What follows belongs to an exercise in optimizing a design on an open flow for a short achievable clock period and few clock cycles; a production flow would make more cautious choices. Only simulation tests tie the RTL to the original design; equivalence was not proved.

===== flow/flow/run.sh =====
#!/bin/bash
# The standard layout (standard.sh: ORFS with the standard synthesis), with
# two placement/optimisation choices of its own:
#  - the port buffers are sky130_fd_sc_hd__buf_4 instead of the delay cell
#    buffer_ports picks by default;
set -euo pipefail
export BUFFER_PORTS_ARGS="-buffer_cell sky130_fd_sc_hd__buf_4"
export SETUP_SLACK_MARGIN=11
bash standard.sh > standard.log 2>&1

===== flow/standard.sh =====
#!/bin/bash
# synth_recipe.tcl (not shown) runs the flow's synth.tcl, then flattens the netlist and writes it again
# the make line also repeats each setting of config.mk as NAME=value (left out here)
make -C /OpenROAD-flow-scripts/flow DESIGN_CONFIG=/design/flow/config.mk WORK_HOME=/design/flow/orfs CLKGATE_MAP_FILE= SYNTH_SCRIPT=/design/flow/synth_recipe.tcl "${@:-finish}"

===== flow/config.mk =====
export PLATFORM = sky130hd
export DESIGN_NAME = pulse_duration_classifier
export DESIGN_NICKNAME = pulse_duration_classifier
export VERILOG_FILES = /design/flow/design.v
export SDC_FILE = /design/flow/constraint.sdc
export NUM_CORES = 8
export LEC_CHECK = 0
export CAP_MARGIN = 20
export CORE_MARGIN = 2
export CORE_UTILIZATION = 30
export PLACE_DENSITY = 0.4
export SLEW_MARGIN = 20

===== flow/constraint.sdc =====
create_clock -name core_clock -period 20.0 [get_ports {clk}]
set_input_delay 4.0000 -clock core_clock [delete_from_list [all_inputs] [get_ports {clk}]]
set_output_delay 4.0000 -clock core_clock [all_outputs]
set_load 0.01 [all_outputs]

===== flow/design.v =====
module pulse_duration_classifier (
    input  wire        clk,
    input  wire        rst_n,
    input  wire        cmd_valid,
    output wire        cmd_ready,
    input  wire [31:0] cmd_data,
    output wire        rsp_valid,
    input  wire        rsp_ready,
    output wire [31:0] rsp_data,
    output wire        irq,
    output wire        busy
);
    localparam N_DUR    = 40;    
    localparam NRUN_MAX = 20;    
    localparam OP_NOP    = 8'h00, OP_RST   = 8'h01, OP_CLRD  = 8'h02, OP_CLRST = 8'h03;
    localparam OP_WR     = 8'h08, OP_WRH   = 8'h09, OP_RD    = 8'h0A, OP_RDD   = 8'h0B;
    localparam OP_RDF    = 8'h0C, OP_PUSHD = 8'h10, OP_PUSHT = 8'h11, OP_SETT  = 8'h12;
    localparam OP_WINCMP = 8'h20, OP_CLASS = 8'h21, OP_RECON = 8'h30, OP_VAL   = 8'h31;
    localparam OP_ENC    = 8'h32;
    localparam E_NONE = 8'd0, E_ILLEGAL = 8'd1, E_RESV = 8'd2, E_BADREG = 8'd3, E_RO = 8'd4;
    localparam E_FULL = 8'd5, E_INDEX = 8'd6, E_CFG = 8'd7, E_LEN = 8'd8;
    localparam R_OK = 3'd1, R_UNVAL = 3'd2, R_FEW = 3'd3, R_ALLAMBIG = 3'd4;
    localparam R_RANGE = 3'd5, R_COMBO = 3'd6;
    localparam S_IDLE = 4'd0, S_EXEC = 4'd1, S_RB   = 4'd2, S_MAIN  = 4'd3;
    localparam S_FOLD = 4'd5, S_TAB  = 4'd6, S_WAIT = 4'd7, S_BATCH = 4'd8;
    reg  [4:0]  ctrl;
    reg  [23:0] mark_len, space_len, tol;
    reg  [5:0]  frame_len;
    reg  [7:0]  mincls;
    reg  [23:0] maxcomb;
    reg  [23:0] start_lo, start_hi, rgap0, rgap1, rtol;
    reg  [31:0] bs_lo;
    reg  [7:0]  bs_hi;
    reg  [5:0]  bs_len;
    reg  [23:0] last_ts;
    reg         st_done, st_err, st_armed, st_repeat;
    reg  [7:0]  errcode;
    reg  [2:0]  rres;
    reg  [23:0] dbuf [0:N_DUR-1];
    reg  [6:0]  dcnt;
    reg  [1:0]  fb [0:N_DUR-1];
    reg  [6:0]  fblen;
    reg  [6:0]  ncls, nruns;
    reg  [23:0] ncomb, ntried;
    reg  [10:0] vstat;
    reg  [31:0] csum;
    reg  [1:0]  cls;
    reg  [23:0] brk;
    reg  [3:0]  state;
    reg  [31:0] cq;
    reg  [23:0] d_r;                      
    reg         rsp_valid_r;
    reg         sh_ok;                    
    reg  [1:0]  sh_fb [0:N_DUR-1];
    reg  [6:0]  sh_fblen, sh_ncls, sh_nruns;
    reg         sh_inrun;
    reg  [31:0] sh_wsum;                  
    reg  [24:0] prod_c;                   
    reg         range_c;
    reg         pre1;                     
    reg         hasA, hasB;               
    reg  [13:0] maskA, maskB;             
    reg  [24:0] tabA, tabB;               
    reg  [3:0]  cntB;                     
    reg  [13:0] rmask [0:NRUN_MAX-1];
    reg  [3:0]  rcnt  [0:NRUN_MAX-1];
    reg  [39:0] allf;                     
    reg  [5:0]  segend [0:NRUN_MAX];      
    reg  [5:0]  seglen [0:NRUN_MAX];      
    reg  [39:0] PS, MS, T;                
    reg  [39:0] ohMT, ohT;                
    reg  [6:0]  Mlen, Tlen, totfix;       
    reg  [39:0] PPS, MPS, ohPP;
    reg  [13:0] maskP;
    reg  [1:0]  L0P;
    reg         eng_t;                    
    reg  [13:0] mA_t, mB_t;               
    reg  [39:0] EP;
    reg  [6:0]  EPlen;
    reg  [24:0] xTA, xTB;
    reg  [39:0] xPS;
    reg  [6:0]  xtot;
    reg  [3:0]  pd [0:NRUN_MAX-1];        
    reg         pexr;                     
    reg  [4:0]  fj;
    reg  [6:0]  ri;
    reg  [1:0]  rb_ph;
    reg         rst_q;
    always @(posedge clk) rst_q <= rst_n;
    assign cmd_ready = rst_n & (~rst_q | ((state == S_IDLE) & ~rsp_valid_r));
    assign busy      = rst_n & rst_q & (state != S_IDLE);
    assign rsp_valid = rst_n & rst_q & rsp_valid_r;
    assign rsp_data  = e_rsp;
    wire accept = cmd_valid & cmd_ready;
    integer i, j, k, q;
    function automatic near24(input [23:0] d, input [23:0] c, input [23:0] t);
        reg [24:0] diff;
        begin
            diff = (d >= c) ? ({1'b0, d} - {1'b0, c}) : ({1'b0, c} - {1'b0, d});
            near24 = (diff <= {1'b0, t});
        end
    endfunction
    function automatic [3:0] popcnt14(input [13:0] v);
        integer n;
        begin
            popcnt14 = 4'd0;
            for (n = 0; n < 14; n = n + 1)
                popcnt14 = popcnt14 + {3'd0, v[n]};
        end
    endfunction
    function automatic [3:0] popcnt8(input [7:0] v);
        integer n;
        begin
            popcnt8 = 4'd0;
            for (n = 0; n < 8; n = n + 1)
                popcnt8 = popcnt8 + {3'd0, v[n]};
        end
    endfunction
    function automatic [4:0] candq(input integer n);
        integer m;
        begin
            if (n < 2)      begin m = n;     candq = {2'd1, m[2:0]}; end
            else if (n < 6) begin m = n - 2; candq = {2'd2, m[2:0]}; end
            else            begin m = n - 6; candq = {2'd3, m[2:0]}; end
        end
    endfunction
    function automatic [4:0] thq(input [13:0] mk, input integer n);
        integer m;
        reg [4:0] t;
        begin
            t = 5'd0;
            for (m = 0; m < n; m = m + 1)
                if (mk[m]) t = {t[3:0], 1'b1};
            thq = t;
        end
    endfunction
    function automatic [24:0] tab(input [13:0] mk, input absent);
        reg [4:0]  t;
        reg [19:0] e;
        reg [3:0]  ex;
        reg        big;
        integer n;
        begin
            e = 20'd0;
            ex = 4'd0;
            big = 1'b0;
            for (n = 0; n < 14; n = n + 1) begin
                t = thq(mk, n);
                if (mk[n]) begin
                    if (!t[0])         begin e[4:0]   = e[4:0]   | candq(n); ex[0] = 1'b1; end
                    if (t[0] && !t[1]) begin e[9:5]   = e[9:5]   | candq(n); ex[1] = 1'b1; end
                    if (t[1] && !t[2]) begin e[14:10] = e[14:10] | candq(n); ex[2] = 1'b1; end
                    if (t[2] && !t[3]) begin e[19:15] = e[19:15] | candq(n); ex[3] = 1'b1; end
                    if (t[3])          big = 1'b1;
                end
            end
            tab = absent ? {1'b0, 4'b0001, 20'd0} : {big, ex, e};
        end
    endfunction
    function automatic [13:0] trim4(input [13:0] mk);
        reg [4:0] t;
        integer n;
        begin
            for (n = 0; n < 14; n = n + 1) begin
                t = thq(mk, n);
                trim4[n] = mk[n] && t[3];
            end
        end
    endfunction
    function automatic [4:0] candsel(input [13:0] mk, input [3:0] kk);
        reg [3:0] r;
        integer n;
        begin
            candsel = 5'd0;
            r = 4'd0;
            for (n = 0; n < 14; n = n + 1) begin
                if (mk[n] && (r == kk))
                    candsel = candq(n);
                r = r + {3'd0, mk[n]};
            end
        end
    endfunction
    function automatic [39:0] placev(input [39:0] oh, input [2:0] v);
        begin
            placev = (v[0] ? oh : 40'd0) | (v[1] ? {oh[38:0], 1'b0} : 40'd0) |
                     (v[2] ? {oh[37:0], 2'b0} : 40'd0);
        end
    endfunction
    function automatic [39:0] splice(input [39:0] p, input [1:0] cl, input [2:0] cv,
                                     input [39:0] x, input [6:0] xl);
        reg [7:0] sh;
        begin
            sh = {1'b0, xl} + {6'd0, cl};
            splice = ((sh >= 8'd40) ? 40'd0 : (p << sh)) |
                     ((xl >= 7'd40) ? 40'd0 : ({37'd0, cv} << xl)) | x;
        end
    endfunction
    reg  [24:0] k_mlo, k_mhi, k_slo, k_shi;
    reg  [26:0] k_lo [0:8];
    reg  [26:0] k_hi [0:8];
    reg  [26:0] k_sum [0:8];
    reg  [25:0] k_rng;
    reg         cfgok_r, frameok_r;
    reg  [26:0] csum_k [0:8];
    always @* begin
        csum_k[0] = {3'd0, space_len};
        csum_k[1] = {3'd0, mark_len};
        csum_k[2] = {3'd0, space_len} + {3'd0, space_len};
        csum_k[3] = {3'd0, space_len} + {3'd0, mark_len};
        csum_k[4] = {3'd0, mark_len} + {3'd0, mark_len};
        csum_k[5] = {3'd0, space_len} + {3'd0, space_len} + {3'd0, space_len};
        csum_k[6] = {3'd0, space_len} + {3'd0, space_len} + {3'd0, mark_len};
        csum_k[7] = {3'd0, space_len} + {3'd0, mark_len} + {3'd0, mark_len};
        csum_k[8] = {3'd0, mark_len} + {3'd0, mark_len} + {3'd0, mark_len};
    end
    wire [1:0]  mode   = ctrl[1:0];
    wire        hexsel = ctrl[2];
    wire [24:0] gap    = {1'b0, mark_len} - {1'b0, space_len};
    wire        cfgok  = (space_len != 24'd0) && (mark_len > space_len) &&
                         ({1'b0, tol, 1'b0} <= {1'b0, gap});
    wire        frameok = ((mode == 2'd0) && (frame_len >= 6'd1) && (frame_len <= 6'd40)) ||
                          ((mode == 2'd1) && ((frame_len == 6'd16) || (frame_len == 6'd32))) ||
                          ((mode == 2'd2) && (frame_len == 6'd40));
    wire        irq_l  = (st_done & ctrl[3]) | (st_err & ctrl[4]);
    assign irq = rst_n & rst_q & irq_l;
    always @(posedge clk) begin
        k_mlo <= (mark_len >= tol) ? {1'b0, mark_len - tol} : 25'd0;
        k_mhi <= {1'b0, mark_len} + {1'b0, tol};
        k_slo <= (space_len >= tol) ? {1'b0, space_len - tol} : 25'd0;
        k_shi <= {1'b0, space_len} + {1'b0, tol};
        for (i = 0; i < 9; i = i + 1) begin
            k_sum[i] <= csum_k[i];
            k_lo[i] <= (k_sum[i] >= {3'd0, tol}) ? (k_sum[i] - {3'd0, tol}) : 27'd0;
            k_hi[i] <= k_sum[i] + {3'd0, tol};
        end
        k_rng <= {2'd0, mark_len} + {2'd0, mark_len} + {2'd0, mark_len} + {2'd0, tol};
        cfgok_r   <= rst_q & cfgok;
        frameok_r <= rst_q & frameok;
    end
    function automatic [1:0] classk(input [23:0] d);
        begin
            if (({1'b0, d} >= k_mlo) && ({1'b0, d} <= k_mhi))      classk = 2'd1;
            else if (({1'b0, d} >= k_slo) && ({1'b0, d} <= k_shi)) classk = 2'd0;
            else                                                     classk = 2'd2;
        end
    endfunction
    wire [39:0] bsv = {bs_hi, bs_lo};
    wire        len32 = (bs_len == 6'd32);
    wire        len40 = (bs_len == 6'd40);
    wire [15:0] nec_hex  = len32 ? {bs_lo[31:24], hexsel ? bs_lo[7:0] : bs_lo[15:8]} : 16'd0;
    wire [15:0] nec_addr = len32 ? bs_lo[31:16] : 16'd0;
    wire [15:0] nec_cmd  = len32 ? bs_lo[15:0] : 16'd0;
    wire [15:0] dht_hum  = len40 ? {bs_hi, bs_lo[31:24]} : 16'd0;
    wire [15:0] traw     = bs_lo[23:8];
    wire [31:0] dht_temp = !len40 ? 32'd0 :
                           traw[15] ? (32'd0 - {17'd0, traw[14:0]}) : {17'd0, traw[14:0]};
    wire [7:0]  dht_csum = len40 ? bs_lo[7:0] : 8'd0;
    wire [7:0]  a_op   = cmd_data[31:24];
    wire [5:0]  a_rnum = cmd_data[21:16];
    wire [6:0]  a_x    = cmd_data[6:0];
    wire        a_rd   = (a_op == OP_RD);
    wire        a_rdd  = (a_op == OP_RDD);
    wire        a_rdf  = (a_op == OP_RDF);
    wire        a_read = a_rd | a_rdd | a_rdf;
    reg [31:0] regv [0:34];
    always @* begin
        regv[0] = {27'd0, ctrl};
        regv[1] = {8'd0, mark_len};
        regv[2] = {8'd0, space_len};
        regv[3] = {8'd0, tol};
        regv[4] = {26'd0, frame_len};
        regv[5] = {24'd0, mincls};
        regv[6] = {8'd0, maxcomb};
        regv[7] = {8'd0, start_lo};
        regv[8] = {8'd0, start_hi};
        regv[9] = {8'd0, rgap0};
        regv[10] = {8'd0, rgap1};
        regv[11] = {8'd0, rtol};
        regv[12] = bs_lo;
        regv[13] = {24'd0, bs_hi};
        regv[14] = {26'd0, bs_len};
        regv[15] = {8'd0, last_ts};
        regv[16] = {25'd0, irq_l, frameok_r, cfgok_r, st_repeat, st_armed, st_err, st_done};
        regv[17] = {24'd0, errcode};
        regv[18] = {29'd0, rres};
        regv[19] = {25'd0, dcnt};
        regv[20] = {25'd0, ncls};
        regv[21] = {25'd0, nruns};
        regv[22] = {8'd0, ncomb};
        regv[23] = {8'd0, ntried};
        regv[24] = {25'd0, fblen};
        regv[25] = {21'd0, vstat};
        regv[26] = csum;
        regv[27] = {30'd0, cls};
        regv[28] = {8'd0, brk};
        regv[29] = {16'd0, nec_hex};
        regv[30] = {16'd0, nec_addr};
        regv[31] = {16'd0, nec_cmd};
        regv[32] = {16'd0, dht_hum};
        regv[33] = dht_temp;
        regv[34] = {24'd0, dht_csum};
    end
    wire a_nop = (a_op == OP_NOP),     a_rst   = (a_op == OP_RST),   a_clrd  = (a_op == OP_CLRD);
    wire a_clrst = (a_op == OP_CLRST), a_wr    = (a_op == OP_WR),    a_wrh   = (a_op == OP_WRH);
    wire a_pushd = (a_op == OP_PUSHD), a_pusht = (a_op == OP_PUSHT), a_sett  = (a_op == OP_SETT);
    wire a_wincmp = (a_op == OP_WINCMP), a_class = (a_op == OP_CLASS);
    wire a_recon = (a_op == OP_RECON), a_val   = (a_op == OP_VAL),   a_enc   = (a_op == OP_ENC);
    wire a_fmt_n = a_nop | a_rst | a_clrd | a_clrst | a_recon | a_val | a_enc;
    wire a_fmt_r = a_wr | a_wrh;
    wire a_fmt_i = a_rdd | a_rdf;
    wire a_fmt_d = a_pushd | a_pusht | a_sett | a_wincmp | a_class;
    wire a_legal = a_fmt_n | a_fmt_r | a_rd | a_fmt_i | a_fmt_d;
    wire a_resv  = (a_fmt_n && (cmd_data[23:0] != 24'd0)) ||
                   (a_fmt_r && (cmd_data[23:22] != 2'd0)) ||
                   (a_rd && ((cmd_data[23:22] != 2'd0) || (cmd_data[15:0] != 16'd0))) ||
                   (a_fmt_i && (cmd_data[23:7] != 17'd0));
    wire [6:0]  a_dcnt    = rst_q ? dcnt : 7'd0;
    wire [6:0]  a_fblen   = rst_q ? fblen : 7'd0;
    wire        a_cfgok   = rst_q & cfgok;
    wire        a_frameok = rst_q & frameok;
    wire [5:0]  a_bslen   = rst_q ? bs_len : 6'd0;
    wire [23:0] a_lastts  = rst_q ? last_ts : 24'd0;
    reg [7:0] a_ecode;
    always @* begin
        if (!a_legal)                                             a_ecode = E_ILLEGAL;
        else if (a_resv)                                          a_ecode = E_RESV;
        else if ((a_wr || a_wrh || a_rd) && (a_rnum >= 6'd35))    a_ecode = E_BADREG;
        else if ((a_wr || a_wrh) && (a_rnum >= 6'd16))            a_ecode = E_RO;
        else if ((a_pushd || a_pusht) && (a_dcnt == N_DUR))      a_ecode = E_FULL;
        else if (a_rdd && (a_x >= a_dcnt))                        a_ecode = E_INDEX;
        else if (a_rdf && (a_x >= a_fblen))                       a_ecode = E_INDEX;
        else if ((a_class && !a_cfgok) || (a_recon && !(a_cfgok && a_frameok)) ||
                 (a_val && !a_frameok) || (a_enc && !a_cfgok))  a_ecode = E_CFG;
        else if (a_enc && (a_bslen > 6'd40))                      a_ecode = E_LEN;
        else                                                      a_ecode = E_NONE;
    end
    reg  [34:0] rsel;                     
    reg  [39:0] dsel, fsel;               
    reg  [31:0] e_rsp;
    always @* begin
        e_rsp = 32'd0;
        for (i = 0; i < 35; i = i + 1)
            if (rsel[i]) e_rsp = e_rsp | regv[i];
        for (i = 0; i < N_DUR; i = i + 1) begin
            if (dsel[i]) e_rsp = e_rsp | {8'd0, dbuf[i]};
            if (fsel[i]) e_rsp = e_rsp | {30'd0, fb[i]};
        end
    end
    wire [7:0]  op    = cq[31:24];
    wire [5:0]  rnum  = cq[21:16];
    wire [15:0] imm   = cq[15:0];
    wire [6:0]  xidx  = cq[6:0];
    wire [23:0] dval  = cq[23:0];
    reg  is_rst, is_clrd, is_clrst, is_wr, is_wrh, is_pushd, is_pusht, is_sett;
    reg  is_wincmp, is_class, is_recon, is_val, is_enc, is_w123;
    reg  [7:0] ecode;
    wire exec    = (state == S_EXEC);
    wire exec_ok = exec && (ecode == E_NONE);
    wire soft_rst = exec_ok && is_rst;
    function automatic [27:0] valid8(input [39:0] vin, input [1:0] md, input [5:0] fl);
        reg [3:0] mm0, mm1;
        reg       pok;
        reg [7:0] calc, x0, x1;
        begin
            mm0 = 4'd0;
            mm1 = 4'd0;
            pok = 1'b1;
            calc = vin[39:32] + vin[31:24] + vin[23:16] + vin[15:8];
            case (md)
                2'd1: begin
                    if (fl == 6'd32) begin
                        x0 = vin[31:24] ^ vin[23:16];
                        x1 = vin[15:8] ^ vin[7:0];
                        mm0 = popcnt8(x0);
                        mm1 = popcnt8(x1);
                        pok = ((x0 == 8'h00) || (x0 == 8'hFF)) && ((x1 == 8'h00) || (x1 == 8'hFF));
                    end else begin
                        x0 = vin[15:8] ^ vin[7:0];
                        mm0 = popcnt8(x0);
                        pok = (x0 == 8'h00) || (x0 == 8'hFF);
                    end
                end
                2'd2: pok = (calc == vin[7:0]);
                default: ;
            endcase
            valid8 = {pok, pok, pok, 1'b1, mm1, mm0, calc, vin[7:0]};
        end
    endfunction
    function automatic [31:0] csumf(input [1:0] md, input [7:0] calc, input [7:0] rd);
        begin
            csumf = (md == 2'd2) ? {calc - rd, rd - calc, rd, calc} : 32'd0;
        end
    endfunction
    wire [27:0] vv_bs = valid8(bsv, mode, frame_len);
    wire        bigB = tabB[24];
    reg  [24:0] s2_rlo [0:8];             
    reg  [23:0] s2_rhi [0:8];
    reg  [8:0]  s2_rneg;
    reg  [24:0] s2_prod;
    reg         s2_range;
    reg  [15:0] s2_lenok, s2_pok;
    reg  [39:0] s2_str  [0:15];
    reg  [7:0]  s2_calc [0:15];
    reg  [7:0]  s2_mm   [0:15];           
    reg  [4:0]  s2_ord  [0:15];           
    reg  [4:0]  s2_V;
    reg         s2_last;
    function automatic [15:0] csa8(input [7:0] x, input [7:0] y, input [7:0] z);
        begin
            csa8 = {((x & y) | (x & z) | (y & z)), x ^ y ^ z};
        end
    endfunction
    function automatic protok(input [39:0] v, input [1:0] md, input [5:0] fl);
        reg [15:0] l1, l2, l3, l4;
        reg [7:0]  sa, sb, x0, x1;
        reg        ok;
        integer n;
        begin
            l1 = csa8(v[39:32], v[31:24], v[23:16]);
            l2 = csa8(v[15:8], ~v[7:0], 8'h01);
            l3 = csa8(l1[7:0], {l1[14:8], 1'b0}, l2[7:0]);
            l4 = csa8(l3[7:0], {l3[14:8], 1'b0}, {l2[14:8], 1'b0});
            sa = l4[7:0];
            sb = {l4[14:8], 1'b0};
            ok = !(sa[0] ^ sb[0]);
            for (n = 1; n < 8; n = n + 1)
                ok = ok && ((sa[n] ^ sb[n]) == (sa[n-1] | sb[n-1]));
            x0 = v[31:24] ^ v[23:16];
            x1 = v[15:8] ^ v[7:0];
            case (md)
                2'd1: protok = (fl == 6'd32) ?
                               (((x0 == 8'h00) || (x0 == 8'hFF)) && ((x1 == 8'h00) || (x1 == 8'hFF))) :
                               ((x1 == 8'h00) || (x1 == 8'hFF));
                2'd2: protok = ok;
                default: protok = 1'b1;
            endcase
        end
    endfunction
    reg  [32:0] c_dlo, c_dhi;
    reg  [31:0] c_W;
    reg  [28:0] c_prodm;
    reg  [7:0]  c_need;
    reg  [2:0]  c_cols, c_rows;
    reg  [1:0]  c_La, c_Lb;
    reg  [2:0]  c_va, c_vb;
    reg  [2:0]  c_Lab;
    reg  [39:0] c_str;
    reg  [39:0] c_ohA;
    reg         c_val;
    reg  [4:0]  c_ord;
    always @(posedge clk) begin
        c_W = sh_inrun ? sh_wsum : 32'd0;
        for (k = 0; k < 9; k = k + 1) begin
            c_dlo = {6'd0, k_lo[k]} - {1'b0, c_W};
            c_dhi = {6'd0, k_hi[k]} - {1'b0, c_W};
            s2_rlo[k] <= c_dlo[32] ? 25'd0 : (c_dlo > 33'h1000000) ? 25'h1000000 : c_dlo[24:0];
            s2_rneg[k] <= c_dhi[32];
            s2_rhi[k] <= (c_dhi >= 33'h1000000) ? 24'hFFFFFF : c_dhi[23:0];
        end
        c_prodm = (cntB[0] ? {4'd0, prod_c} : 29'd0) + (cntB[1] ? {3'd0, prod_c, 1'b0} : 29'd0) +
                  (cntB[2] ? {2'd0, prod_c, 2'b0} : 29'd0) + (cntB[3] ? {1'd0, prod_c, 3'b0} : 29'd0);
        s2_prod <= !sh_inrun ? prod_c :
                   (c_prodm > 29'h1000000) ? 25'h1000000 : c_prodm[24:0];
        s2_range <= range_c | (sh_inrun && (sh_wsum > {6'd0, k_rng}));
        c_need = {1'b0, frame_len} - {1'b0, xtot};
        c_cols = xTB[23] ? 3'd4 : xTB[22] ? 3'd3 : xTB[21] ? 3'd2 : xTB[20] ? 3'd1 : 3'd0;
        c_rows = bigB ? 3'd1 :
                 xTA[23] ? 3'd4 : xTA[22] ? 3'd3 : xTA[21] ? 3'd2 : xTA[20] ? 3'd1 : 3'd0;
        for (i = 0; i < 4; i = i + 1) begin
            for (j = 0; j < 4; j = j + 1) begin
                c_La = xTA[5*i+3 +: 2];
                c_va = xTA[5*i +: 3];
                c_Lb = xTB[5*j+3 +: 2];
                c_vb = xTB[5*j +: 3];
                c_Lab = {1'b0, c_La} + {1'b0, c_Lb};
                c_val = xTA[20+i] && xTB[20+j] && (!bigB || (i == 0));
                c_ohA = ohMT << c_Lb;
                c_str = (xPS << c_Lab) | (MS << c_Lb) | T |
                        placev(c_ohA, c_va) | placev(ohT, c_vb);
                s2_lenok[4*i+j] <= c_val && ({5'd0, c_Lab} == c_need);
                s2_str[4*i+j]   <= c_str;
                s2_pok[4*i+j]   <= protok(c_str, mode, frame_len);
                s2_calc[4*i+j]  <= c_str[39:32] + c_str[31:24] + c_str[23:16] + c_str[15:8];
                if (mode != 2'd1)
                    s2_mm[4*i+j] <= 8'd0;
                else if (frame_len == 6'd32)
                    s2_mm[4*i+j] <= {popcnt8(c_str[15:8] ^ c_str[7:0]), popcnt8(c_str[31:24] ^ c_str[23:16])};
                else
                    s2_mm[4*i+j] <= {4'd0, popcnt8(c_str[15:8] ^ c_str[7:0])};
                c_ord = i * c_cols + j + 1;
                s2_ord[4*i+j]   <= c_ord;
            end
        end
        c_ord = c_rows * c_cols;
        s2_V    <= c_ord;
        s2_last <= (eng_t ? pexr : pre1) &&
                   (bigB ? (!xTA[21] && !xTB[24]) : !xTA[24]);
    end
    reg  [15:0] ev_pass, ev_cand, ev_oh;
    reg         ev_any_l, ev_any_p, ev_seen, ev_pok;
    reg  [39:0] ev_str;
    reg  [7:0]  ev_calc;
    reg  [4:0]  ev_cnt;
    reg  [7:0]  ev_mm;
    reg  [10:0] ev_vstat;
    reg  [31:0] ev_csum;
    always @* begin
        ev_seen = 1'b0;
        for (i = 0; i < 16; i = i + 1) begin
            ev_pass[i] = s2_lenok[i] & s2_pok[i];
            ev_cand[i] = s2_lenok[i] & ~ev_seen;
            ev_seen = ev_seen | ev_pass[i];
        end
        ev_any_p = ev_seen;
        ev_any_l = |ev_cand;
        ev_seen = 1'b0;
        for (i = 15; i >= 0; i = i - 1) begin
            ev_oh[i] = ev_cand[i] & ~ev_seen;
            ev_seen = ev_seen | ev_cand[i];
        end
        ev_str = 40'd0;
        ev_calc = 8'd0;
        ev_mm = 8'd0;
        ev_pok = 1'b0;
        ev_cnt = 5'd0;
        for (i = 0; i < 16; i = i + 1) begin
            ev_str  = ev_str  | (ev_oh[i] ? s2_str[i] : 40'd0);
            ev_calc = ev_calc | (ev_oh[i] ? s2_calc[i] : 8'd0);
            ev_mm   = ev_mm   | (ev_oh[i] ? s2_mm[i] : 8'd0);
            ev_pok  = ev_pok  | (ev_oh[i] & s2_pok[i]);
            ev_cnt  = ev_cnt  | ((ev_oh[i] & ev_pass[i]) ? s2_ord[i] : 5'd0);
        end
        if (!ev_any_p) ev_cnt = s2_V;
        ev_vstat = {ev_pok, ev_pok, 1'b1, ev_mm};
        ev_csum  = csumf(mode, ev_calc, ev_str[7:0]);
    end
    wire [2:0]  res_exhaust = ({1'b0, sh_ncls} >= mincls) ? R_UNVAL : R_FEW;
    wire        do_main  = (exec_ok && is_recon && sh_ok) || (state == S_MAIN);
    wire        do_batch = (state == S_BATCH);
    wire        m_fail   = ((sh_ncls == 7'd0) && (sh_nruns != 7'd0)) || s2_range ||
                           (s2_prod > {1'b0, maxcomb}) || (s2_prod == 25'd0);
    reg  [3:0]  pd_n [0:NRUN_MAX-1];
    reg  [NRUN_MAX-1:0] pd_sat, pd_in;    
    reg         pd_c;
    always @* begin
        pd_c = 1'b1;
        for (i = NRUN_MAX - 1; i >= 0; i = i - 1) begin
            pd_n[i] = pd[i];
            if (pd_in[i] && pd_c) begin
                if (!pd_sat[i]) begin
                    pd_n[i] = pd[i] + 4'd1;
                    pd_c = 1'b0;
                end else begin
                    pd_n[i] = 4'd0;
                end
            end
        end
    end
    always @(posedge clk) begin
        for (i = 0; i < NRUN_MAX; i = i + 1) begin
            pd_in[i]  <= (i + 2 < sh_nruns);
            pd_sat[i] <= ((pd[i] + 4'd1) >= rcnt[i]);
        end
        for (i = 0; i < NRUN_MAX; i = i + 1)
            pd_hz[i] <= (pd[i] == 4'd0) || !(i + 3 < sh_nruns);
        pd_last <= sh_nruns[4:0] - 5'd3;
    end
    reg  [NRUN_MAX-1:0] pd_hz;            
    reg  [4:0]  pd_last;                  
    wire [13:0] cur_mA = eng_t ? mA_t : maskA;
    wire [13:0] cur_mB = eng_t ? mB_t : maskB;
    wire [24:0] cur_TA = xTA;
    wire [24:0] cur_TB = xTB;
    wire [1:0]  n_step = bigB ? (cur_TB[24] ? 2'd1 : cur_TA[21] ? 2'd2 : 2'd3) :
                                (cur_TA[24] ? 2'd0 : 2'd3);
    reg  [13:0] n_mA, n_mB;
    always @* begin
        case (n_step)
            2'd0: begin n_mA = trim4(cur_mA);             n_mB = cur_mB; end
            2'd1: begin n_mA = cur_mA;                    n_mB = trim4(cur_mB); end
            2'd2: begin n_mA = cur_mA & (cur_mA - 14'd1); n_mB = maskB; end
            default: begin n_mA = maskA;                  n_mB = maskB; end
        endcase
    end
    wire [24:0] n_tA = tab(n_mA, !hasA);
    wire [24:0] n_tB = tab(n_mB, !hasB);
    wire        n_fast = !pd_sat[pd_last] && (&pd_hz);
    wire [3:0]  n_d    = pd[pd_last] + 4'd1;
    reg  [4:0]  n_c;
    always @(posedge clk) n_c <= candsel(maskP, pd[sh_nruns[4:0] - 5'd3] + 4'd1);
    reg         n_pex;
    reg  [3:0]  n_pdj;
    always @* begin
        n_pex = 1'b1;
        for (i = 0; i < NRUN_MAX; i = i + 1) begin
            n_pdj = n_fast ? ((i == pd_last) ? n_d : pd[i]) : pd_n[i];
            if (pd_in[i] && ((n_pdj + 4'd1) != rcnt[i])) n_pex = 1'b0;
        end
    end
    wire        f_more = pd_in[fj];
    reg  [4:0]  f_c;
    reg  [39:0] f_seg;
    function automatic [39:0] segx(input [5:0] e, input [5:0] n);
        reg [39:0] x, m;
        begin
            x = allf >> (sh_ncls[5:0] - e);
            m = ~(40'hFFFFFFFFFF << n);
            segx = x & m;
        end
    endfunction
    reg  [6:0]  f_len;
    reg  [1:0]  f_ph;
    reg  [13:0] f_m;
    reg  [3:0]  f_d;
    always @(posedge clk) begin
        if (!rst_q) begin
            state       <= S_IDLE;
            rsp_valid_r <= 1'b0;
            eng_t       <= 1'b0;
            fj          <= 5'd0;
            f_ph        <= 2'd0;
            ri          <= 7'd0;
            rb_ph       <= 2'd0;
        end else begin
            if (rsp_valid_r && rsp_ready)
                rsp_valid_r <= 1'b0;
            case (state)
                S_EXEC: begin
                    state <= S_IDLE;
                    if (exec_ok && is_recon && !sh_ok) begin
                        state <= S_RB;
                        ri    <= 7'd0;
                        rb_ph <= 2'd0;
                    end
                end
                S_RB: begin
                    case (rb_ph)
                        2'd0: begin
                            if (ri == dcnt) state <= S_MAIN;
                            else begin
                                d_r   <= dbuf[ri[5:0]];
                                rb_ph <= 2'd1;
                            end
                        end
                        2'd1: begin
                            ri    <= ri + 7'd1;
                            rb_ph <= 2'd2;
                        end
                        default: rb_ph <= 2'd0;
                    endcase
                end
                S_FOLD: begin
                    if (f_ph == 2'd2) begin
                        fj   <= fj + 5'd1;
                        f_ph <= 2'd0;
                    end else if (f_ph == 2'd1) begin
                        f_ph <= 2'd2;
                    end else if (f_more) begin
                        f_ph <= 2'd1;
                    end else begin
                        state <= S_TAB;
                    end
                end
                S_TAB: state <= S_WAIT;
                S_WAIT: state <= S_BATCH;
                default: ;
            endcase
            if (do_main || do_batch) begin
                if (do_main && m_fail) begin
                    state <= S_IDLE;
                end else if (ev_any_p || s2_last) begin
                    state <= S_IDLE;
                    eng_t <= 1'b0;
                end else begin
                    eng_t <= 1'b1;
                    if (n_step == 2'd3) begin
                        fj    <= 5'd0;
                        f_ph  <= 2'd0;
                        state <= n_fast ? S_WAIT : S_FOLD;
                    end else begin
                        state <= S_WAIT;
                    end
                end
            end
        end
        if (accept) begin
            cq        <= cmd_data;
            is_rst    <= a_rst;
            is_clrd   <= a_clrd;
            is_clrst  <= a_clrst;
            is_wr     <= a_wr;
            is_wrh    <= a_wrh;
            is_pushd  <= a_pushd;
            is_pusht  <= a_pusht;
            is_sett   <= a_sett;
            is_wincmp <= a_wincmp;
            is_class  <= a_class;
            is_recon  <= a_recon;
            is_val    <= a_val;
            is_enc    <= a_enc;
            is_w123   <= (a_wr || a_wrh) &&
                         ((a_rnum == 6'd1) || (a_rnum == 6'd2) || (a_rnum == 6'd3));
            ecode     <= a_ecode;
            for (i = 0; i < 35; i = i + 1)
                rsel[i] <= a_rd && (a_ecode == E_NONE) && (a_rnum == i);
            for (i = 0; i < N_DUR; i = i + 1) begin
                dsel[i] <= a_rdd && (a_ecode == E_NONE) && (a_x == i);
                fsel[i] <= a_rdf && (a_ecode == E_NONE) && (a_x == i);
            end
            d_r       <= a_pusht ? (cmd_data[23:0] - a_lastts) : cmd_data[23:0];
            state     <= S_EXEC;
            if (a_read) rsp_valid_r <= 1'b1;
        end
    end
    always @(posedge clk) begin
        if (!rst_q || soft_rst) begin
            ctrl      <= 5'h04;
            mark_len  <= 24'd0;
            space_len <= 24'd0;
            tol       <= 24'd0;
            frame_len <= 6'd0;
            mincls    <= 8'd10;
            maxcomb   <= 24'd10000;
            start_lo  <= 24'd0;
            start_hi  <= 24'd0;
            rgap0     <= 24'd0;
            rgap1     <= 24'd0;
            rtol      <= 24'd0;
            bs_lo     <= 32'd0;
            bs_hi     <= 8'd0;
            bs_len    <= 6'd0;
            last_ts   <= 24'd0;
            st_done   <= 1'b0;
            st_err    <= 1'b0;
            st_armed  <= 1'b0;
            st_repeat <= 1'b0;
            errcode   <= 8'd0;
            rres      <= 3'd0;
            dcnt      <= 7'd0;
            fblen     <= 7'd0;
            ncls      <= 7'd0;
            nruns     <= 7'd0;
            ncomb     <= 24'd0;
            ntried    <= 24'd0;
            vstat     <= 11'd0;
            csum      <= 32'd0;
            cls       <= 2'd3;
            brk       <= 24'd0;
        end else begin
            if (exec && (ecode != E_NONE)) begin
                if (errcode == 8'd0) errcode <= ecode;
                st_err <= 1'b1;
            end
            if (exec_ok) begin
                if (is_clrd) dcnt <= 7'd0;
                if (is_clrst) begin
                        st_done <= 1'b0;
                        st_err  <= 1'b0;
                        errcode <= 8'd0;
                end
                if (is_wr) case (rnum)
                        6'd0:  ctrl      <= imm[4:0];
                        6'd1:  mark_len  <= {8'd0, imm};
                        6'd2:  space_len <= {8'd0, imm};
                        6'd3:  tol       <= {8'd0, imm};
                        6'd4:  frame_len <= imm[5:0];
                        6'd5:  mincls    <= imm[7:0];
                        6'd6:  maxcomb   <= {8'd0, imm};
                        6'd7:  start_lo  <= {8'd0, imm};
                        6'd8:  start_hi  <= {8'd0, imm};
                        6'd9:  rgap0     <= {8'd0, imm};
                        6'd10: rgap1     <= {8'd0, imm};
                        6'd11: rtol      <= {8'd0, imm};
                        6'd12: bs_lo     <= {16'd0, imm};
                        6'd13: bs_hi     <= imm[7:0];
                        6'd14: bs_len    <= imm[5:0];
                        6'd15: last_ts   <= {8'd0, imm};
                        default: ;
                    endcase
                if (is_wrh) case (rnum)
                        6'd1:  mark_len[23:16]  <= imm[7:0];
                        6'd2:  space_len[23:16] <= imm[7:0];
                        6'd3:  tol[23:16]       <= imm[7:0];
                        6'd6:  maxcomb[23:16]   <= imm[7:0];
                        6'd7:  start_lo[23:16]  <= imm[7:0];
                        6'd8:  start_hi[23:16]  <= imm[7:0];
                        6'd9:  rgap0[23:16]     <= imm[7:0];
                        6'd10: rgap1[23:16]     <= imm[7:0];
                        6'd11: rtol[23:16]      <= imm[7:0];
                        6'd12: bs_lo[31:16]     <= imm;
                        6'd15: last_ts[23:16]   <= imm[7:0];
                        default: ;
                    endcase
                if (is_pushd || is_pusht) begin
                        dbuf[dcnt[5:0]] <= d_r;
                        dcnt <= dcnt + 7'd1;
                end
                if (is_pusht || is_sett) last_ts <= dval;
                if (is_wincmp) begin
                        if ((dval >= start_lo) && (dval <= start_hi)) begin
                            st_repeat <= (mode == 2'd1) &&
                                         (((rgap0 != 24'd0) && near24(brk, rgap0, rtol)) ||
                                          ((rgap1 != 24'd0) && near24(brk, rgap1, rtol)));
                            st_armed  <= 1'b1;
                        end else begin
                            st_armed  <= 1'b0;
                            st_repeat <= 1'b0;
                            brk       <= dval;
                        end
                end
                if (is_class) cls <= classk(dval);
                if (is_val) begin
                        if (bs_len == frame_len) begin
                            vstat <= vv_bs[26:16];
                            csum  <= csumf(mode, vv_bs[15:8], vv_bs[7:0]);
                        end else begin
                            vstat <= 11'd0;
                            csum  <= 32'd0;
                        end
                        st_done <= 1'b1;
                end
                if (is_enc) begin
                        for (i = 0; i < N_DUR; i = i + 1)
                            if (i < bs_len)
                                dbuf[i] <= bsv[bs_len - 1 - i] ? mark_len : space_len;
                        dcnt    <= {1'b0, bs_len};
                        st_done <= 1'b1;
                end
            end
            if (do_main) begin
                for (i = 0; i < N_DUR; i = i + 1)
                    fb[i] <= sh_fb[i];
                fblen  <= sh_fblen;
                ncls   <= sh_ncls;
                nruns  <= sh_nruns;
                bs_lo  <= 32'd0;
                bs_hi  <= 8'd0;
                bs_len <= 6'd0;
                vstat  <= 11'd0;
                csum   <= 32'd0;
                ncomb  <= 24'd0;
                ntried <= 24'd0;
                if ((sh_ncls == 7'd0) && (sh_nruns != 7'd0)) begin
                    rres    <= R_ALLAMBIG;
                    st_done <= 1'b1;
                end else if (s2_range) begin
                    rres    <= R_RANGE;
                    st_done <= 1'b1;
                end else begin
                    ncomb <= s2_prod[24] ? 24'hFFFFFF : s2_prod[23:0];
                    if (s2_prod > {1'b0, maxcomb}) begin
                        rres    <= R_COMBO;
                        st_done <= 1'b1;
                    end else if (s2_prod == 25'd0) begin
                        rres    <= res_exhaust;
                        st_done <= 1'b1;
                    end else begin
                        ntried <= {19'd0, ev_cnt};
                        if (ev_any_l) begin
                            vstat <= ev_vstat;
                            csum  <= ev_csum;
                        end
                        if (ev_any_p) begin
                            bs_hi   <= ev_str[39:32];
                            bs_lo   <= ev_str[31:0];
                            bs_len  <= frame_len;
                            rres    <= R_OK;
                            st_done <= 1'b1;
                        end else if (s2_last) begin
                            rres    <= res_exhaust;
                            st_done <= 1'b1;
                        end
                    end
                end
            end
            if (do_batch) begin
                ntried <= ntried + {19'd0, ev_cnt};
                if (ev_any_l) begin
                    vstat <= ev_vstat;
                    csum  <= ev_csum;
                end
                if (ev_any_p) begin
                    bs_hi   <= ev_str[39:32];
                    bs_lo   <= ev_str[31:0];
                    bs_len  <= frame_len;
                    rres    <= R_OK;
                    st_done <= 1'b1;
                end else if (s2_last) begin
                    rres    <= res_exhaust;
                    st_done <= 1'b1;
                end
            end
        end
    end
    wire        ap_go   = (exec_ok && (is_pushd || is_pusht)) ||
                          ((state == S_RB) && (rb_ph == 2'd1));
    wire [1:0]  ap_sym  = classk(d_r);
    reg  [13:0] ap_mask;
    reg  [8:0]  ap_n;
    always @* begin
        for (k = 0; k < 9; k = k + 1)
            ap_n[k] = !s2_rneg[k] && ({1'b0, d_r} >= s2_rlo[k]) && (d_r <= s2_rhi[k]);
        ap_mask = {ap_n[8], ap_n[7], ap_n[7], ap_n[6], ap_n[7], ap_n[6], ap_n[6], ap_n[5],
                   ap_n[4], ap_n[3], ap_n[3], ap_n[2], ap_n[1], ap_n[0]};
    end
    wire [24:0] ap_tab = tab(ap_mask, 1'b0);
    wire sh_clear = (exec_ok && (is_rst || is_clrd)) || (exec_ok && is_recon && !sh_ok);
    wire sh_inval = exec_ok && (is_enc || is_w123 || is_rst);
    wire [3:0]  ap_cnt = popcnt14(ap_mask);
    wire        x_go  = (do_main && !m_fail) || do_batch;
    always @(posedge clk) begin
        if (sh_clear) begin
            xTA  <= {1'b0, 4'b0001, 20'd0};
            xTB  <= {1'b0, 4'b0001, 20'd0};
            xPS  <= 40'd0;
            xtot <= 7'd0;
        end else if (ap_go) begin
            if (ap_sym != 2'd2) begin
                xTA  <= tabA;
                xTB  <= tabB;
                xPS  <= {PS[38:0], 1'b0};
                xtot <= totfix + 7'd1;
            end else if (sh_inrun) begin
                xTA  <= tabA;
                xTB  <= ap_tab;
                xPS  <= PS;
                xtot <= totfix;
            end else begin
                xTA  <= tabB;
                xTB  <= ap_tab;
                xPS  <= (PS << tabA[4:3]) | placev(ohMT, tabA[2:0]) | MS;
                xtot <= totfix + {5'd0, tabA[4:3]};
            end
        end else if (x_go && !(ev_any_p || s2_last)) begin
            xTA <= n_tA;
            xTB <= n_tB;
            if ((n_step == 2'd3) && n_fast) begin
                xPS  <= (PPS << n_c[4:3]) | placev(ohPP, n_c[2:0]) | MPS;
                xtot <= totfix - {5'd0, L0P} + {5'd0, n_c[4:3]};
            end
        end else if (x_go) begin
            xTA  <= tabA;
            xTB  <= tabB;
            xPS  <= PS;
            xtot <= totfix;
        end else if (state == S_TAB) begin
            xPS  <= ({1'b0, Mlen} + {1'b0, Tlen} >= 8'd40) ? 40'd0 : (EP << (Mlen + Tlen));
            xtot <= EPlen + Mlen + Tlen;
        end
    end
    always @(posedge clk) begin
        if (!rst_q)        sh_ok <= 1'b0;
        else if (sh_clear) sh_ok <= 1'b1;
        else if (sh_inval) sh_ok <= 1'b0;
    end
    always @(posedge clk) begin
        if (sh_clear) begin
            sh_fblen <= 7'd0;
            sh_ncls  <= 7'd0;
            sh_nruns <= 7'd0;
            sh_inrun <= 1'b0;
            sh_wsum  <= 32'd0;
            prod_c   <= 25'd1;
            range_c  <= 1'b0;
            pre1     <= 1'b1;
            maskA    <= 14'd0;
            maskB    <= 14'd0;
            cntB     <= 4'd0;
            tabA     <= {1'b0, 4'b0001, 20'd0};
            tabB     <= {1'b0, 4'b0001, 20'd0};
            hasA     <= 1'b0;
            hasB     <= 1'b0;
            PS       <= 40'd0;
            MS       <= 40'd0;
            T        <= 40'd0;
            ohMT     <= 40'd1;
            ohT      <= 40'd1;
            Mlen     <= 7'd0;
            Tlen     <= 7'd0;
            totfix   <= 7'd0;
        end else begin
            if (ap_go) begin
                if (ap_sym != 2'd2) begin
                    sh_fb[sh_fblen[5:0]] <= ap_sym;
                    sh_fblen <= sh_fblen + 7'd1;
                    sh_ncls  <= sh_ncls + 7'd1;
                    if (sh_inrun) begin
                        rmask[sh_nruns[4:0] - 5'd1] <= maskB;
                        rcnt[sh_nruns[4:0] - 5'd1]  <= cntB;
                        prod_c   <= s2_prod;
                        range_c  <= s2_range;
                        sh_inrun <= 1'b0;
                    end
                    T      <= {T[38:0], ap_sym[0]};
                    allf   <= {allf[38:0], ap_sym[0]};
                    PPS    <= {PPS[38:0], 1'b0};
                    MPS    <= {MPS[38:0], 1'b0};
                    ohPP   <= {ohPP[38:0], 1'b0};
                    PS     <= {PS[38:0], 1'b0};
                    MS     <= {MS[38:0], 1'b0};
                    ohT    <= {ohT[38:0], 1'b0};
                    ohMT   <= {ohMT[38:0], 1'b0};
                    Tlen   <= Tlen + 7'd1;
                    totfix <= totfix + 7'd1;
                end else begin
                    maskB <= ap_mask;
                    tabB  <= ap_tab;
                    cntB  <= ap_cnt;
                    if (sh_inrun) begin
                        sh_wsum <= sh_wsum + {8'd0, d_r};
                    end else begin
                        sh_fb[sh_fblen[5:0]] <= 2'd2;
                        sh_fblen <= sh_fblen + 7'd1;
                        sh_nruns <= sh_nruns + 7'd1;
                        sh_inrun <= 1'b1;
                        sh_wsum  <= {8'd0, d_r};
                        PS     <= (PS << tabA[4:3]) | placev(ohMT, tabA[2:0]) | MS;
                        PPS    <= PS;
                        MPS    <= MS;
                        ohPP   <= ohMT;
                        maskP  <= maskA;
                        L0P    <= tabA[4:3];
                        totfix <= totfix + {5'd0, tabA[4:3]};
                        pre1   <= pre1 & !tabA[21];
                        hasA   <= hasB;
                        hasB   <= 1'b1;
                        maskA <= maskB;
                        tabA  <= tabB;
                        MS    <= T;
                        ohMT  <= ohT;
                        Mlen  <= Tlen;
                        T     <= 40'd0;
                        ohT   <= 40'd1;
                        Tlen  <= 7'd0;
                        segend[sh_nruns[4:0]] <= sh_ncls[5:0];
                        seglen[sh_nruns[4:0]] <= Tlen[5:0];
                    end
                end
            end
        end
    end
    always @(posedge clk) begin
        if (!rst_q || ((do_main || do_batch) && (ev_any_p || s2_last))) begin
            for (i = 0; i < NRUN_MAX; i = i + 1)
                pd[i] <= 4'd0;
        end
        if (((do_main && !m_fail) || do_batch) && !(ev_any_p || s2_last)) begin
            pexr   <= (n_step == 2'd3) ? n_pex : (do_main ? pre1 : pexr);
            mA_t   <= n_mA;
            mB_t   <= n_mB;
            if (n_step == 2'd3) begin
                if (n_fast) begin
                    pd[pd_last] <= n_d;
                end else begin
                    for (i = 0; i < NRUN_MAX; i = i + 1)
                        pd[i] <= pd_n[i];
                    EP    <= segx(segend[0], seglen[0]);
                    EPlen <= {1'b0, seglen[0]};
                end
            end
        end
        if ((state == S_FOLD) && (f_ph == 2'd0)) begin
            f_m   <= rmask[fj];
            f_d   <= pd[fj];
            f_seg <= segx(segend[fj + 5'd1], seglen[fj + 5'd1]);
            f_len <= {1'b0, seglen[fj + 5'd1]};
        end
        if ((state == S_FOLD) && (f_ph == 2'd1))
            f_c   <= candsel(f_m, f_d);
        if ((state == S_FOLD) && (f_ph == 2'd2)) begin
            EP    <= splice(EP, f_c[4:3], f_c[2:0], f_seg, f_len);
            EPlen <= EPlen + {5'd0, f_c[4:3]} + f_len;
        end
    end
endmodule

==> results of run 1 <==
-- layout make-up --
type                            instances  share of cell area (%)
Clock inverter                        420                    1.06
Timing Repair Buffer                 1803                    2.90
Inverter                             3125                    2.39
Multi-Input combinational cell      32900                    53.5
Clock buffer                         1047                    4.49
Tap cell                            19000                    4.86
Sequential cell                      6065                    30.6
Antenna cell                          397                   0.202
-- worst max-delay path, cell delays in order (launching register included) --
cell       delay, ns
edfxtp_1        0.35
buf_4           0.41
buf_4           0.43
a22oi_2         0.77
nand4_1         0.77
a2111oi_4       0.48
o211ai_1        0.43
buf_4           0.30
-- metal layers --
metal / vias up / wire (um) / track usage [%]
met1: 206000 / 1110000 / 47.1
met2: 26700 / 1090000 / 50.4
met5: - / 2210 / 0.803
met4: 114 / 204000 / 22.2
li1: 166000 / - / -
met3: 6312 / 333000 / 14.0
-- registers in the layout, indices dropped and copies added, names as in the netlist, 174 cells and up, named ones only --
name / cells
dbuf: 1536
k_hi: 232
k_lo: 236
k_sum: 174
rmask: 180
s2_rhi: 216
s2_rlo: 225
s2_str: 640
-- worst max path at each step --
stage,to,slack [ns],depth (start not counted)
detailed placement,xTB[23],11.36,25
global placement,xTB[18],11.01,25
finish,rsp_data[13],10.63,7
global route,rsp_data[4],10.89,6
floorplan,busy,11.73,2
CTS,rsp_data[6],10.99,8
-- kinds of logic after synthesis --
family | count (synthesis) | share of synthesized area, %
fa+ha+maj | 3891 | 12.5
mux | 3835 | 13.3
flops | 6065 | 34.6
compound gates | 11100 | 16.8
buf+inv | 6584 | 5.74
simple gates | 12300 | 13.2
other cells | 1 | 0.000867
xor+xnor | 1840 | 3.74
-- placed cells by master, fill, tap and decap left out, types with 1743 or more instances in the layout --
| master | n |
|---|---|
| mux2i_1 | 2060 |
| dfxtp_1 | 3033 |
| a21oi_1 | 2725 |
| o21ai_0 | 2475 |
| nand2_1 | 4505 |
| inv_1 | 3061 |
| ha_1 | 3118 |
| nor2_1 | 2821 |
| edfxtp_1 | 2828 |
| buf_4 | 1743 |
-- through the flow --
stage | area (um2) | hold WS (ns) | setup slack (ns)
finish | 491000 | 0.397 | 10.63
global route | 490000 | 0.403 | 10.89
CTS | 489000 | 0.401 | 10.99
detailed placement | 462000 | 0.405 | 11.36
global placement | 462000 | 0.402 | 11.01
floorplan | 433000 | 0.373 | 11.73
-- repair_timing --
action                     in CTS  in global routing
setup endpoints to repair      16                 13
gates cloned                    0                  0
setup buffers                   1                  0
pin swaps                       1                  7
gates resized for setup        14                 17
==> reports/metrics.yaml, run 1 <==
cts_tree: "done"
fp.dieArea_um2: 1450000
cts_buffer_depth: 5
start_util_pct: 30.0
critPathLaunch: "rsel[2]"
clkLatencyLatePin_ns: 1.37
maxCapViolCount: 0
grt_max_degree: 159
min-delay-start: "sh_fb[34][0]"
hold_buffers: 0
drive_gt1_share_pct: 12.9
fill_cells: 146000
crit_fanout: 14
wl_mm: 2750
fmax_mhz: 107
multi_input_area_um2: 263000
critPathLaunchType: "flop"
end_kind: "output port"
slew_headroom_pct: 5.52
synth_edf_count: 2828
finClkSkew_ns: 0.155
drtAntennaViolNets: 0
setup_violations: 0
synth.most_common_cell: "nand2_1"
synth_sequential_area_ratio_pct: 34.6
reg2reg_slack_ns: 11.32
numCtsBuffers: 786
r2r_end: "dsel[29]"
hold_viol: 0
critPathKind: "reg2out"
rsz0062_at_grt: "true"
netlist_instances: 45600
worst_ep_arrival_time_ns: 5.37
num_vias: 405000
grt_pass1_vias: 376000
synthTopCellsByArea: "edfxtp_1 20%, dfxtp_1 15%, ha_1 9.1%"
ys_seq_elements: 6065
place_hpwl_mm: 2060
syn_area_um2: 433000
clkTransAtPathRegs_ns: 0.06
fin_crit_sh_pct: 46.9
area_growth_pct: 13.5
htree_levels: 6
synth_ff_type: "dfxtp_1"
slew_violations: 0
syn_avg_cell_area_um2: 9.49
tns_ns: 0
track_usage_pct: 36.3
ys_async_sr_fraction_pct: 0
place_congestion: 1.06
worst_pin_slew_ns: 1.41
drtPass1Iterations: 12
dp_cells: 63000
antenna_found_initial: 451
synth_top_area_share_pct: 19.6
io_pins: 72
critPathRequiredTime_ns: 16.00
wl_per_cell_um: 42.3
rows: 441
status: "finished clean"
regArea_um2: 150000
ys_types: 124
coreArea_um2: 1440000
critical_path.reg2reg.startpoint: "mark_len[2]"
fin_cells: 64800
yosys_warnings: 15
via_per_inst: 6.24
yosysTopAreaCell: "edfxtp_1"
drcViolationCount: 0
ff2ff_path_depth: 28
grt_overflow: 0
layout.nets: 48600
die_x_mm: 1.20
grt_pass1_wl_mm: 3580
final_util_pct: 34.1
hold_end: "fb[34][0]"
port_buffers: 71
drtIter0Drc: 64300
hold_class: "reg2reg"
clock-sinks: 6065
holdPathStages: 0
die_y_mm: 1.20
cts_root_buffer: "clkbuf_16"
synth.top_cells.by_count: "4563 x nand2_1, 3237 x dfxtp_1, 3141 x ha_1"
period_needed_ns: 9.37
Testbench counts, summed over its fixed seeds: cycles 25,840.
==> inputs of run 2 (changes only) <==
--- a/flow/design.v
+++ b/flow/design.v
@@ -87,10 +87,12 @@
     reg  [1:0]  rb_ph;
     reg         rst_q;
     always @(posedge clk) rst_q <= rst_n;
-    assign cmd_ready = rst_n & (~rst_q | ((state == S_IDLE) & ~rsp_valid_r));
-    assign busy      = rst_n & rst_q & (state != S_IDLE);
+    reg         idle_q;                   
+    assign cmd_ready = rst_n & (~rst_q | (idle_q & ~rsp_valid_r));
+    assign busy      = rst_n & rst_q & ~idle_q;
     assign rsp_valid = rst_n & rst_q & rsp_valid_r;
-    assign rsp_data  = e_rsp;
+    reg  [31:0] rsp_data_r;
+    assign rsp_data  = rsp_data_r;
     wire accept = cmd_valid & cmd_ready;
     integer i, j, k, q;
     function automatic near24(input [23:0] d, input [23:0] c, input [23:0] t);
@@ -200,7 +202,6 @@
     reg  [26:0] k_hi [0:8];
     reg  [26:0] k_sum [0:8];
     reg  [25:0] k_rng;
-    reg         cfgok_r, frameok_r;
     reg  [26:0] csum_k [0:8];
     always @* begin
         csum_k[0] = {3'd0, space_len};
@@ -234,13 +235,29 @@
             k_hi[i] <= k_sum[i] + {3'd0, tol};
         end
         k_rng <= {2'd0, mark_len} + {2'd0, mark_len} + {2'd0, mark_len} + {2'd0, tol};
-        cfgok_r   <= rst_q & cfgok;
-        frameok_r <= rst_q & frameok;
     end
+    function automatic ge25(input [24:0] a, input [24:0] b);
+        reg [31:0] g, e;
+        integer w, n;
+        begin
+            g = 32'd0;
+            e = 32'hFFFFFFFF;
+            for (n = 0; n < 25; n = n + 1) begin
+                g[n] = a[n] & ~b[n];
+                e[n] = ~(a[n] ^ b[n]);
+            end
+            for (w = 1; w < 32; w = w * 2)
+                for (n = 0; n < 32; n = n + 2 * w) begin
+                    g[n] = g[n + w] | (e[n + w] & g[n]);
+                    e[n] = e[n + w] & e[n];
+                end
+            ge25 = g[0] | e[0];
+        end
+    endfunction
     function automatic [1:0] classk(input [23:0] d);
         begin
-            if (({1'b0, d} >= k_mlo) && ({1'b0, d} <= k_mhi))      classk = 2'd1;
-            else if (({1'b0, d} >= k_slo) && ({1'b0, d} <= k_shi)) classk = 2'd0;
+            if (ge25({1'b0, d}, k_mlo) && ge25(k_mhi, {1'b0, d}))      classk = 2'd1;
+            else if (ge25({1'b0, d}, k_slo) && ge25(k_shi, {1'b0, d})) classk = 2'd0;
             else                                                     classk = 2'd2;
         end
     endfunction
@@ -280,7 +297,7 @@
         regv[13] = {24'd0, bs_hi};
         regv[14] = {26'd0, bs_len};
         regv[15] = {8'd0, last_ts};
-        regv[16] = {25'd0, irq_l, frameok_r, cfgok_r, st_repeat, st_armed, st_err, st_done};
+        regv[16] = {25'd0, irq_l, frameok, cfgok, st_repeat, st_armed, st_err, st_done};
         regv[17] = {24'd0, errcode};
         regv[18] = {29'd0, rres};
         regv[19] = {25'd0, dcnt};
@@ -334,17 +351,18 @@
         else if (a_enc && (a_bslen > 6'd40))                      a_ecode = E_LEN;
         else                                                      a_ecode = E_NONE;
     end
-    reg  [34:0] rsel;                     
-    reg  [39:0] dsel, fsel;               
-    reg  [31:0] e_rsp;
+    reg  [31:0] a_rsp;
     always @* begin
-        e_rsp = 32'd0;
+        a_rsp = 32'd0;
         for (i = 0; i < 35; i = i + 1)
-            if (rsel[i]) e_rsp = e_rsp | regv[i];
-        for (i = 0; i < N_DUR; i = i + 1) begin
-            if (dsel[i]) e_rsp = e_rsp | {8'd0, dbuf[i]};
-            if (fsel[i]) e_rsp = e_rsp | {30'd0, fb[i]};
-        end
+            if (a_rd && (a_rnum == i))
+                a_rsp = a_rsp | (!rst_q ? ((i == 0) ? 32'd4 : (i == 5) ? 32'd10 :
+                                           (i == 6) ? 32'd10000 : (i == 27) ? 32'd3 : 32'd0)
+                                        : regv[i]);
+        for (i = 0; i < N_DUR; i = i + 1)
+            if (a_x[5:0] == i)
+                a_rsp = a_rsp | (a_rdd ? {8'd0, dbuf[i]} : 32'd0) | (a_rdf ? {30'd0, fb[i]} : 32'd0);
+        if (a_ecode != E_NONE) a_rsp = 32'd0;
     end
     wire [7:0]  op    = cq[31:24];
     wire [5:0]  rnum  = cq[21:16];
@@ -614,7 +632,7 @@
     reg  [3:0]  f_d;
     always @(posedge clk) begin
         if (!rst_q) begin
-            state       <= S_IDLE;
+            state <= S_IDLE; idle_q <= 1'b1;
             rsp_valid_r <= 1'b0;
             eng_t       <= 1'b0;
             fj          <= 5'd0;
@@ -626,9 +644,9 @@
                 rsp_valid_r <= 1'b0;
             case (state)
                 S_EXEC: begin
-                    state <= S_IDLE;
+                    state <= S_IDLE; idle_q <= 1'b1;
                     if (exec_ok && is_recon && !sh_ok) begin
-                        state <= S_RB;
+                        state <= S_RB; idle_q <= 1'b0;
                         ri    <= 7'd0;
                         rb_ph <= 2'd0;
                     end
@@ -636,7 +654,7 @@
                 S_RB: begin
                     case (rb_ph)
                         2'd0: begin
-                            if (ri == dcnt) state <= S_MAIN;
+                            if (ri == dcnt) begin state <= S_MAIN; idle_q <= 1'b0; end
                             else begin
                                 d_r   <= dbuf[ri[5:0]];
                                 rb_ph <= 2'd1;
@@ -658,27 +676,27 @@
                     end else if (f_more) begin
                         f_ph <= 2'd1;
                     end else begin
-                        state <= S_TAB;
+                        state <= S_TAB; idle_q <= 1'b0;
                     end
                 end
-                S_TAB: state <= S_WAIT;
-                S_WAIT: state <= S_BATCH;
+                S_TAB: begin state <= S_WAIT; idle_q <= 1'b0; end
+                S_WAIT: begin state <= S_BATCH; idle_q <= 1'b0; end
                 default: ;
             endcase
             if (do_main || do_batch) begin
                 if (do_main && m_fail) begin
-                    state <= S_IDLE;
+                    state <= S_IDLE; idle_q <= 1'b1;
                 end else if (ev_any_p || s2_last) begin
-                    state <= S_IDLE;
+                    state <= S_IDLE; idle_q <= 1'b1;
                     eng_t <= 1'b0;
                 end else begin
                     eng_t <= 1'b1;
                     if (n_step == 2'd3) begin
                         fj    <= 5'd0;
                         f_ph  <= 2'd0;
-                        state <= n_fast ? S_WAIT : S_FOLD;
+                        state <= n_fast ? S_WAIT : S_FOLD; idle_q <= 1'b0;
                     end else begin
-                        state <= S_WAIT;
+                        state <= S_WAIT; idle_q <= 1'b0;
                     end
                 end
             end
@@ -701,14 +719,9 @@
             is_w123   <= (a_wr || a_wrh) &&
                          ((a_rnum == 6'd1) || (a_rnum == 6'd2) || (a_rnum == 6'd3));
             ecode     <= a_ecode;
-            for (i = 0; i < 35; i = i + 1)
-                rsel[i] <= a_rd && (a_ecode == E_NONE) && (a_rnum == i);
-            for (i = 0; i < N_DUR; i = i + 1) begin
-                dsel[i] <= a_rdd && (a_ecode == E_NONE) && (a_x == i);
-                fsel[i] <= a_rdf && (a_ecode == E_NONE) && (a_x == i);
-            end
+            if (a_read) rsp_data_r <= a_rsp;
             d_r       <= a_pusht ? (cmd_data[23:0] - a_lastts) : cmd_data[23:0];
-            state     <= S_EXEC;
+            state <= S_EXEC; idle_q <= 1'b0;
             if (a_read) rsp_valid_r <= 1'b1;
         end
     end
@@ -899,7 +912,7 @@
     reg  [8:0]  ap_n;
     always @* begin
         for (k = 0; k < 9; k = k + 1)
-            ap_n[k] = !s2_rneg[k] && ({1'b0, d_r} >= s2_rlo[k]) && (d_r <= s2_rhi[k]);
+            ap_n[k] = !s2_rneg[k] && ge25({1'b0, d_r}, s2_rlo[k]) && ge25({1'b0, s2_rhi[k]}, {1'b0, d_r});
         ap_mask = {ap_n[8], ap_n[7], ap_n[7], ap_n[6], ap_n[7], ap_n[6], ap_n[6], ap_n[5],
                    ap_n[4], ap_n[3], ap_n[3], ap_n[2], ap_n[1], ap_n[0]};
     end
--- a/flow/flow/run.sh
+++ b/flow/flow/run.sh
@@ -5,5 +5,5 @@
 #    buffer_ports picks by default;
 set -euo pipefail
 export BUFFER_PORTS_ARGS="-buffer_cell sky130_fd_sc_hd__buf_4"
-export SETUP_SLACK_MARGIN=11
+export SETUP_SLACK_MARGIN=11.8
 bash standard.sh > standard.log 2>&1
--- a/flow/config.mk
+++ b/flow/config.mk
@@ -7,6 +7,6 @@
 export LEC_CHECK = 0
 export CAP_MARGIN = 20
 export CORE_MARGIN = 2
-export CORE_UTILIZATION = 30
-export PLACE_DENSITY = 0.4
+export CORE_UTILIZATION = 50
+export PLACE_DENSITY = 0.6
 export SLEW_MARGIN = 20
==> run 2 against run 1 <==
Effect of this change: now fails the layout checks on max-capacitance violations; global-route usage grew 17 points; worst setup slack gained 0.90 ns; cell area shrank 4.0%; maximum frequency grew 11%; worst hold slack lost 0.029 ns; utilization grew 21 points; critical path depth grew 12; final cell count shrank 14%; sequential share of layout area grew 0.73 points; critical endpoint is now d_r[23].
==> reports/metrics.yaml, run 2 <==
largest-register: "dbuf"
slew_headroom_pct: 1.23  # -4.3 points
pre_cts_slack_ns: 10.29  # -1.07 ns
htree_levels: 6  # unchanged
layout.nets: 47600  # -2.1%
setup_violations: 0  # unchanged
synth_top_area_share_pct: 19.3  # -0.35 points
tns_ns: 0  # unchanged
place_congestion: 1.15  # +8.6%
critPathKind: "in2reg"
placed_cell_area_um2: 446000  # -3.5%
num_vias: 416000  # +2.7%
slew_violations: 0  # unchanged
fill_cells: 74000  # -49%
so_faults: "max-capacitance violations"
ys_async_sr_fraction_pct: 0  # unchanged
grt_max_degree: 113  # -29%
synth.most_common_cell: "nand2_1"
antenna_found_initial: 439  # -2.7%
holdPathStages: 0  # unchanged
mostFrequentLayoutCell: "nand2_1"
end_kind: "flop"
synthTopCellsByArea: "edfxtp_1 19%, dfxtp_1 15%, ha_1 9.2%"
worst_ep_arrival_time_ns: 9.39  # +4.02 ns
reg2reg_slack_ns: 11.53  # +0.21 ns
drtPass1Iterations: 16  # +4
rsz0062_at_grt: "true"
clkTransAtPathRegs_ns: 0.07  # about the same
drtIter0Drc: 83200  # +29%
numCtsBuffers: 683  # -13%
worst_pin_slew_ns: 1.48  # +0.0640 ns
cp_num_cells: 19  # +12
via_per_inst: 7.41  # +19%
synth_sequential_area_ratio_pct: 34.4  # -0.18 points
grt_pass1_vias: 372000  # -0.99%
fmax_mhz: 118  # +11%
synth_edf_count: 2745  # -2.9%
crit_fanout: 7  # -7
track_usage_pct: 53.6  # +17 points
final_cell_mix: "4479 x nand2_1, 3115 x ha_1, 3047 x dfxtp_1, 2838 x inv_1, 2763 x nor2_1"
hold_buffers: 0  # unchanged
critPathLaunchType: "input pin"
yosys_warnings: 15  # unchanged
port_buffers: 71  # unchanged
ff2ff_path_depth: 19  # -32%
area_growth_pct: 10.3
slowest_delay_ns: 0.82  # +0.05 ns
grt_pass1_wl_mm: 3200  # -11%
cp_slowest_cell: "a21oi_2"
post-route-cell-area_um2: 471000  # -4.0%
rows: 339  # -23%
synth_ff_type: "dfxtp_1"
start_util_pct: 50.2  # +20 points
maxCapViolCount: 1  # +1
die_y_um: 929  # -23%
syn_area_um2: 427000  # -1.2%
grt_overflow: 0  # unchanged
cts_tree: "done"
yosysTopAreaCell: "edfxtp_1"
critPathRequiredTime_ns: 20.92  # +4.92 ns
place_hpwl_mm: 1780  # -14%
fp.dieArea_um2: 862000  # -41%
critPathTopFamily: "compound AO/OA/AOI/OAI gates"
hold_class: "reg2reg"
drive_gt1_share_pct: 12.6  # -0.32 points
synth.top_cells.by_count: "4527 x nand2_1, 3235 x dfxtp_1, 3140 x ha_1"
wl_per_cell_um: 43.2  # +2.1%
status: "failed layout checks"
ys_seq_elements: 5980  # -1.4%
drtAntennaViolNets: 0  # unchanged
run 2: cell types whose count changed in the layout (fill, tap and decap cells not counted), moves of 97 or more:
cell	previous run	this run
a222oi_1	196	293
clkbuf_16	810	689
inv_1	3061	2838
a22oi_1	1374	1213
a21boi_0	246	94
buf_4	1743	1620
o21ai_0	2475	2219
nand4_1	951	847
a211oi_1	392	495
diode_2	397	525
run 2: area by class of cell:
class / count / area, um2 / area share, %
sequential: 5980 / 148000 / 31.3
tap: 11300 / 14100 / 2.99
multi-input combinational: 32500 / 261000 / 55.3
clock buffer: 885 / 18700 / 3.97
clock inverter: 385 / 5030 / 1.07
antenna: 525 / 1310 / 0.279
timing repair buffer: 1664 / 12900 / 2.73
inverter: 2901 / 10900 / 2.31
run 2: cell families after synthesis:
logic type	synth area share [%]
adder cells (fa/ha/maj)	12.7
multiplexers	13.8
flip-flops	34.4
AO/OA/AOI/OAI	16.8
XOR/XNOR	3.88
AND/OR/NAND/NOR	12.8
buffers and inverters	5.61
other	0.000877
run 2: what timing repair did:
item | 4_1_cts | 5_1_grt
setup endpoints to repair | 7 | 87
gates resized for setup | 7 | 9
pin swaps | 0 | 1
buffers inserted | 1 | 1
run 2: worst paths after layout:
| check | start | to |
|---|---|---|
| setup / recovery | cmd_data[0] | d_r[23] |
| hold / removal | sh_fb[21][0] | fb[21][0] |
| hold reg to reg | sh_fb[21][0] | fb[21][0] |
| setup reg to reg | d_r[14] | xPS[18] |
run 2: per-stage QoR:
step	std cells	hold slack, ns
2_1_floorplan	44800	0.361
3_3_place_gp	54300	0.401
3_5_place_dp	54300	0.405
4_1_cts	55500	0.377
5_1_grt	55700	0.393
6_report	56100	0.368
run 2: per-layer routing:
metal,wire (um),global-route usage [%],vias up
li1,-,-,163000
met1,854000,65.1,203000
met2,882000,67.4,39600
met3,451000,32.9,9940
met4,224000,38.4,278
met5,12600,11.5,-
Testbench counts of run 2, summed over its fixed seeds: cycles 25,840.

-- port drivers added, routing unchanged --
No port has a modelled driver above. Below, the same layouts with a new extraction and two added sets of constraints.
Step 1 sets driving cells, clkbuf_16 on the clock port and buf_2 on the other inputs (assumed; they add their load-dependent delay and slew).
Step 2, shift: input delay + t, output delay - t, t = (earliest + latest rising clock arrival at the registers) / 2. This alone moves slack from input paths to output paths.
a / b / c = ideal ports / drivers / drivers and shift; a / b = the first two.
run | t, ns | setup WS [ns] | hold WS [ns] | slew at the worst register clock pin (ns)
run 1 | 1.461 | 10.629 / 10.460 / 10.892 | 0.397 / 0.397 / 0.397 | 0.08 / 0.08
run 2 | 1.389 | 11.528 / 11.524 / 10.135 | 0.368 / 0.368 / 0.368 | 0.10 / 0.10
For run 2, which loses most, drivers alone change the setup slack by -0.004 ns; drivers and shift together by -1.393 ns.
